From an optimization exercise on the open Yosys and OpenROAD flow, aimed at small area, a short achievable clock period and few clock cycles per item; shortcuts taken in it are not production practice.
In this exercise RTL edits were held to simulation tests only and were not proved equivalent to the original.
Power figures rest on the tool's default switching activity, not on a simulated workload.

==> inputs of trial 41 <==
Design dsdec, start of the top module:
module dsdec (
    input  wire        clk,
    input  wire        rst,
    input  wire        in_valid,
    output wire        in_ready,
    input  wire [15:0] in_cmd,
    input  wire [23:0] in_opnd,
    output wire        out_valid,
    input  wire        out_ready,
    output wire [23:0] out_result,
    output wire [1:0]  out_err
);
export LEC_CHECK = 0
export ABC_AREA = 1
export ABC_CLOCK_PERIOD_IN_PS = 9000
export CAP_MARGIN = 40
export CORE_MARGIN = 2
export CORE_UTILIZATION = 50
export SLEW_MARGIN = 60
create_clock -name core_clock -period 40.0 [get_ports {clk}]
standard.sh (not shown) runs the stock make flow with config.mk's settings and CLKGATE_MAP_FILE= SYNTH_SCRIPT=/design/flow/synth_recipe.tcl, a recipe that flattens the netlist after the stock synthesis.
==> flow/flow/run.sh <==
#!/bin/bash
# The standard layout (the standard.sh, unchanged synthesis and steps),
# with one change: the buffers that placement puts on the input and output
# ports are sky130_fd_sc_hd__buf_2 instead of the buffer_ports default.
# The make output of the whole run goes to flow_make.log in this folder;
# each ORFS step also writes its own log under orfs/logs/.
set -euo pipefail
bash standard.sh "BUFFER_PORTS_ARGS=-buffer_cell sky130_fd_sc_hd__buf_2" finish > flow_make.log 2>&1
==> build 15: changes against trial 41 <==
--- a/flow/design.v
+++ b/flow/design.v
@@ -581,19 +581,20 @@
     wire [7:0] m0, m1, m2;
     dsdec_hto_hi u_hto_hi (.xi(k_hto ? x : co_b), .yi(k_hto ? y : co_g), .zi(k_hto ? z : co_r),
                            .a(a), .xo(m0), .yo(m1), .zo(m2));
     wire [10:0] hue_raw;
     dsdec_hue_raw u_hue_raw (.r(x), .g(y), .b(z), .raw_o(hue_raw));
     reg [23:0] aux;
     always @* begin
         case (op)
-            4'h1, 4'h6: aux = opnd0;                   
+            4'h1:       aux = {8'd0, opnd0[15:0]};
             4'h2:       aux = {enc_x, enc_y, enc_z};
             4'h3, 4'h4: aux = dec_v;
+            4'h6:       aux = opnd0;
             default: begin
                 case (sel)
                     3'd0:       aux = {f_r, f_g, f_b};
                     3'd1:       aux = {8'd0, dep_triangle};
                     3'd2:       aux = {8'd0, dec_v[15:0]};
                     3'd3, 3'd4: aux = {8'd0, dep_packed};
                     3'd6:       aux = {13'd0, hue_raw};
                     default:    aux = {8'd0, y, x};            
@@ -669,41 +670,43 @@
     wire [31:0] dsh32 = {8'd0, r2ar} << (4'd8 - a2);        
     wire [15:0] dsh   = dsh32[15:0];
     wire [7:0]  n0, n1, n2;
     dsdec_hfrom u_from (.xi(r2ar[23:16]), .yi(r2ar[15:8]), .zi(r2ar[7:0]), .a(a2),
                         .xo(n0), .yo(n1), .zo(n2));
     wire [23:0] nout = {n0, n1, n2};
     wire [2:0] hue_e1;
     dsdec_hue_c u_hue_c (.raw(f2[10:0]), .at(r2ar[15:0]), .q(q2), .e1(hue_e1));
-    wire [15:0] hil_acc;
-    dsdec_hil_fin u_fin (.dsh(dsh), .dir(dir), .f_r(f2[23:16]), .f_g(f2[15:8]), .f_b(f2[7:0]),
-                         .acc(hil_acc));
-    wire [23:0] r3a = hil2   ? {8'd0, hil_acc} :
-                      hue2   ? {5'd0, hue_e1, r2ar[15:0]} :
-                      hfrom2 ? nout : r2ar;
+    wire [45:0] r3a = hil2   ? {dir, f2, dsh} :
+                      hue2   ? {27'd0, hue_e1, r2ar[15:0]} :
+                      hfrom2 ? {22'd0, nout} : {22'd0, r2ar};
     reg        v3;
     reg [1:0]  err3;
-    reg        hue3, shl3, menc3;
+    reg        hil3, hue3, shl3, menc3;
     reg [4:0]  q3;
-    reg [23:0] r3ar;
+    reg [45:0] r3ar;
     always @(posedge clk) begin
         if (rst)     v3 <= 1'b0;
         else if (en) v3 <= v2;
         if (en) begin
             err3  <= err2;
+            hil3  <= hil2;
             hue3  <= hue2;
             shl3  <= hil2 || hue2 || menc2;
             menc3 <= menc2;
             q3    <= q2;
             r3ar  <= r3a;
         end
     end
+    wire [15:0] hil_acc;
+    dsdec_hil_fin u_fin (.dsh(r3ar[15:0]), .dir(r3ar[45:40]),
+                         .f_r(r3ar[39:32]), .f_g(r3ar[31:24]), .f_b(r3ar[23:16]),
+                         .acc(hil_acc));
     wire [15:0] hue_hq = r3ar[15:0] + {13'd0, r3ar[18:16]} - 16'd1;
-    wire [17:0] scaled = {2'd0, hue3 ? hue_hq : r3ar[15:0]} << (5'd16 - q3);
+    wire [17:0] scaled = {2'd0, hil3 ? hil_acc : hue3 ? hue_hq : r3ar[15:0]} << (5'd16 - q3);
     wire [7:0]  menc_x, menc_y, menc_z;
     dsdec_il_enc u_menc (.n({6'd0, scaled}), .groups(4'd6), .x(menc_x), .y(menc_y), .z(menc_z));
     wire [23:0] val4 = menc3 ? {menc_x, menc_y, menc_z} :
                        shl3  ? {8'd0, scaled[15:0]} : r3ar[23:0];
     wire [25:0] res4 = {err3, (err3 == 2'd0) ? val4 : 24'd0};
     reg        hv, sv;
     reg [25:0] head, skid;
     assign en      = go || !v3;
==> flow/config.mk (replaced) <==
export PLATFORM = sky130hd
export DESIGN_NAME = dsdec
export DESIGN_NICKNAME = dsdec
export VERILOG_FILES = /design/flow/design.v
export SDC_FILE = /design/flow/constraint.sdc
export NUM_CORES = 4
export LEC_CHECK = 0
export ABC_AREA = 1
export ABC_CLOCK_PERIOD_IN_PS = 9000
export CAP_MARGIN = 20
export CORE_MARGIN = 2
export CORE_UTILIZATION = 70
export SLEW_MARGIN = 20
==> build 42: changes against trial 41 <==
--- a/flow/design.v
+++ b/flow/design.v
@@ -581,19 +581,20 @@
     wire [7:0] m0, m1, m2;
     dsdec_hto_hi u_hto_hi (.xi(k_hto ? x : co_b), .yi(k_hto ? y : co_g), .zi(k_hto ? z : co_r),
                            .a(a), .xo(m0), .yo(m1), .zo(m2));
     wire [10:0] hue_raw;
     dsdec_hue_raw u_hue_raw (.r(x), .g(y), .b(z), .raw_o(hue_raw));
     reg [23:0] aux;
     always @* begin
         case (op)
-            4'h1, 4'h6: aux = opnd0;                   
+            4'h1:       aux = {8'd0, opnd0[15:0]};
             4'h2:       aux = {enc_x, enc_y, enc_z};
             4'h3, 4'h4: aux = dec_v;
+            4'h6:       aux = opnd0;
             default: begin
                 case (sel)
                     3'd0:       aux = {f_r, f_g, f_b};
                     3'd1:       aux = {8'd0, dep_triangle};
                     3'd2:       aux = {8'd0, dec_v[15:0]};
                     3'd3, 3'd4: aux = {8'd0, dep_packed};
                     3'd6:       aux = {13'd0, hue_raw};
                     default:    aux = {8'd0, y, x};            
@@ -669,41 +670,43 @@
     wire [31:0] dsh32 = {8'd0, r2ar} << (4'd8 - a2);        
     wire [15:0] dsh   = dsh32[15:0];
     wire [7:0]  n0, n1, n2;
     dsdec_hfrom u_from (.xi(r2ar[23:16]), .yi(r2ar[15:8]), .zi(r2ar[7:0]), .a(a2),
                         .xo(n0), .yo(n1), .zo(n2));
     wire [23:0] nout = {n0, n1, n2};
     wire [2:0] hue_e1;
     dsdec_hue_c u_hue_c (.raw(f2[10:0]), .at(r2ar[15:0]), .q(q2), .e1(hue_e1));
-    wire [15:0] hil_acc;
-    dsdec_hil_fin u_fin (.dsh(dsh), .dir(dir), .f_r(f2[23:16]), .f_g(f2[15:8]), .f_b(f2[7:0]),
-                         .acc(hil_acc));
-    wire [23:0] r3a = hil2   ? {8'd0, hil_acc} :
-                      hue2   ? {5'd0, hue_e1, r2ar[15:0]} :
-                      hfrom2 ? nout : r2ar;
+    wire [45:0] r3a = hil2   ? {dir, f2, dsh} :
+                      hue2   ? {27'd0, hue_e1, r2ar[15:0]} :
+                      hfrom2 ? {22'd0, nout} : {22'd0, r2ar};
     reg        v3;
     reg [1:0]  err3;
-    reg        hue3, shl3, menc3;
+    reg        hil3, hue3, shl3, menc3;
     reg [4:0]  q3;
-    reg [23:0] r3ar;
+    reg [45:0] r3ar;
     always @(posedge clk) begin
         if (rst)     v3 <= 1'b0;
         else if (en) v3 <= v2;
         if (en) begin
             err3  <= err2;
+            hil3  <= hil2;
             hue3  <= hue2;
             shl3  <= hil2 || hue2 || menc2;
             menc3 <= menc2;
             q3    <= q2;
             r3ar  <= r3a;
         end
     end
+    wire [15:0] hil_acc;
+    dsdec_hil_fin u_fin (.dsh(r3ar[15:0]), .dir(r3ar[45:40]),
+                         .f_r(r3ar[39:32]), .f_g(r3ar[31:24]), .f_b(r3ar[23:16]),
+                         .acc(hil_acc));
     wire [15:0] hue_hq = r3ar[15:0] + {13'd0, r3ar[18:16]} - 16'd1;
-    wire [17:0] scaled = {2'd0, hue3 ? hue_hq : r3ar[15:0]} << (5'd16 - q3);
+    wire [17:0] scaled = {2'd0, hil3 ? hil_acc : hue3 ? hue_hq : r3ar[15:0]} << (5'd16 - q3);
     wire [7:0]  menc_x, menc_y, menc_z;
     dsdec_il_enc u_menc (.n({6'd0, scaled}), .groups(4'd6), .x(menc_x), .y(menc_y), .z(menc_z));
     wire [23:0] val4 = menc3 ? {menc_x, menc_y, menc_z} :
                        shl3  ? {8'd0, scaled[15:0]} : r3ar[23:0];
     wire [25:0] res4 = {err3, (err3 == 2'd0) ? val4 : 24'd0};
     reg        hv, sv;
     reg [25:0] head, skid;
     assign en      = go || !v3;
==> flow/config.mk (replaced) <==
export PLATFORM = sky130hd
export DESIGN_NAME = dsdec
export DESIGN_NICKNAME = dsdec
export VERILOG_FILES = /design/flow/design.v
export SDC_FILE = /design/flow/constraint.sdc
export NUM_CORES = 4
export LEC_CHECK = 0
export ABC_AREA = 1
export ABC_CLOCK_PERIOD_IN_PS = 9000
export CAP_MARGIN = 20
export CORE_MARGIN = 2
export CORE_UTILIZATION = 50
export SLEW_MARGIN = 20
==> trial 39: changes against trial 41 <==
--- a/flow/design.v
+++ b/flow/design.v
@@ -581,19 +581,20 @@
     wire [7:0] m0, m1, m2;
     dsdec_hto_hi u_hto_hi (.xi(k_hto ? x : co_b), .yi(k_hto ? y : co_g), .zi(k_hto ? z : co_r),
                            .a(a), .xo(m0), .yo(m1), .zo(m2));
     wire [10:0] hue_raw;
     dsdec_hue_raw u_hue_raw (.r(x), .g(y), .b(z), .raw_o(hue_raw));
     reg [23:0] aux;
     always @* begin
         case (op)
-            4'h1, 4'h6: aux = opnd0;                   
+            4'h1:       aux = {8'd0, opnd0[15:0]};
             4'h2:       aux = {enc_x, enc_y, enc_z};
             4'h3, 4'h4: aux = dec_v;
+            4'h6:       aux = opnd0;
             default: begin
                 case (sel)
                     3'd0:       aux = {f_r, f_g, f_b};
                     3'd1:       aux = {8'd0, dep_triangle};
                     3'd2:       aux = {8'd0, dec_v[15:0]};
                     3'd3, 3'd4: aux = {8'd0, dep_packed};
                     3'd6:       aux = {13'd0, hue_raw};
                     default:    aux = {8'd0, y, x};            
@@ -669,41 +670,43 @@
     wire [31:0] dsh32 = {8'd0, r2ar} << (4'd8 - a2);        
     wire [15:0] dsh   = dsh32[15:0];
     wire [7:0]  n0, n1, n2;
     dsdec_hfrom u_from (.xi(r2ar[23:16]), .yi(r2ar[15:8]), .zi(r2ar[7:0]), .a(a2),
                         .xo(n0), .yo(n1), .zo(n2));
     wire [23:0] nout = {n0, n1, n2};
     wire [2:0] hue_e1;
     dsdec_hue_c u_hue_c (.raw(f2[10:0]), .at(r2ar[15:0]), .q(q2), .e1(hue_e1));
-    wire [15:0] hil_acc;
-    dsdec_hil_fin u_fin (.dsh(dsh), .dir(dir), .f_r(f2[23:16]), .f_g(f2[15:8]), .f_b(f2[7:0]),
-                         .acc(hil_acc));
-    wire [23:0] r3a = hil2   ? {8'd0, hil_acc} :
-                      hue2   ? {5'd0, hue_e1, r2ar[15:0]} :
-                      hfrom2 ? nout : r2ar;
+    wire [45:0] r3a = hil2   ? {dir, f2, dsh} :
+                      hue2   ? {27'd0, hue_e1, r2ar[15:0]} :
+                      hfrom2 ? {22'd0, nout} : {22'd0, r2ar};
     reg        v3;
     reg [1:0]  err3;
-    reg        hue3, shl3, menc3;
+    reg        hil3, hue3, shl3, menc3;
     reg [4:0]  q3;
-    reg [23:0] r3ar;
+    reg [45:0] r3ar;
     always @(posedge clk) begin
         if (rst)     v3 <= 1'b0;
         else if (en) v3 <= v2;
         if (en) begin
             err3  <= err2;
+            hil3  <= hil2;
             hue3  <= hue2;
             shl3  <= hil2 || hue2 || menc2;
             menc3 <= menc2;
             q3    <= q2;
             r3ar  <= r3a;
         end
     end
+    wire [15:0] hil_acc;
+    dsdec_hil_fin u_fin (.dsh(r3ar[15:0]), .dir(r3ar[45:40]),
+                         .f_r(r3ar[39:32]), .f_g(r3ar[31:24]), .f_b(r3ar[23:16]),
+                         .acc(hil_acc));
     wire [15:0] hue_hq = r3ar[15:0] + {13'd0, r3ar[18:16]} - 16'd1;
-    wire [17:0] scaled = {2'd0, hue3 ? hue_hq : r3ar[15:0]} << (5'd16 - q3);
+    wire [17:0] scaled = {2'd0, hil3 ? hil_acc : hue3 ? hue_hq : r3ar[15:0]} << (5'd16 - q3);
     wire [7:0]  menc_x, menc_y, menc_z;
     dsdec_il_enc u_menc (.n({6'd0, scaled}), .groups(4'd6), .x(menc_x), .y(menc_y), .z(menc_z));
     wire [23:0] val4 = menc3 ? {menc_x, menc_y, menc_z} :
                        shl3  ? {8'd0, scaled[15:0]} : r3ar[23:0];
     wire [25:0] res4 = {err3, (err3 == 2'd0) ? val4 : 24'd0};
     reg        hv, sv;
     reg [25:0] head, skid;
     assign en      = go || !v3;
==> notes <==
Against build 15, the synthesized area of trial 41 is smaller by about 2%.
Of trial 41 and trial 39, trial 39 has the higher worst setup slack (gap 1.0 ns).
Sequential share of layout area, lowest first: trial 41, trial 39, build 42, build 15.
Utilization, lowest first: build 42, trial 41, trial 39, build 15.
Worst hold slack: build 15 > build 42 > trial 41 > trial 39.
Sequential power: trial 39 is higher than trial 41 (about 8%).
The lowest cell area belongs to build 15, the highest to trial 39.
Build 42 completed with no timing, DRC or antenna violations. Trial 41 completed with no timing, DRC or antenna violations. Build 15 went through all stages and came out clean. Trial 39 completed with no timing, DRC or antenna violations.
Testbench counts of trial 41, summed over its fixed seeds: cycles 16,040, items 16,000.
Testbench counts of build 15, summed over its fixed seeds: cycles 16,040, items 16,000.
Testbench counts of build 42, summed over its fixed seeds: cycles 16,040, items 16,000.
Testbench counts of trial 39, summed over its fixed seeds: cycles 16,040, items 16,000.

## port drivers added, routing unchanged
No port has a modelled driver above. Below, the same layouts with a new extraction and two added sets of constraints.
Step 1, drivers: a clkbuf_16 drives clk and a buf_2 each remaining input, both assumed.
Step 2, shift: input delay + t, output delay - t, t = (earliest + latest rising clock arrival at the registers) / 2. This alone moves slack from input paths to output paths.
Slacks: no drivers / after step 1 / after step 2; pairs: no drivers / after step 1.
run	shift t [ns]	setup WS [ns]	worst register clock-pin slew, ns	cell pins on the clock port's net
trial 41	0.655	29.855 / 29.855 / 29.855	0.07 / 0.07	1
build 15	0.667	30.815 / 30.756 / 30.782	0.08 / 0.08	1
build 42	0.605	30.928 / 30.867 / 30.949	0.07 / 0.07	1
trial 39	0.615	30.901 / 30.838 / 31.159	0.07 / 0.07	1
After both steps every run listed still meets setup and hold. The setup slack of build 15, which loses most, moves by -0.059 ns with the drivers and by -0.033 ns with both steps.
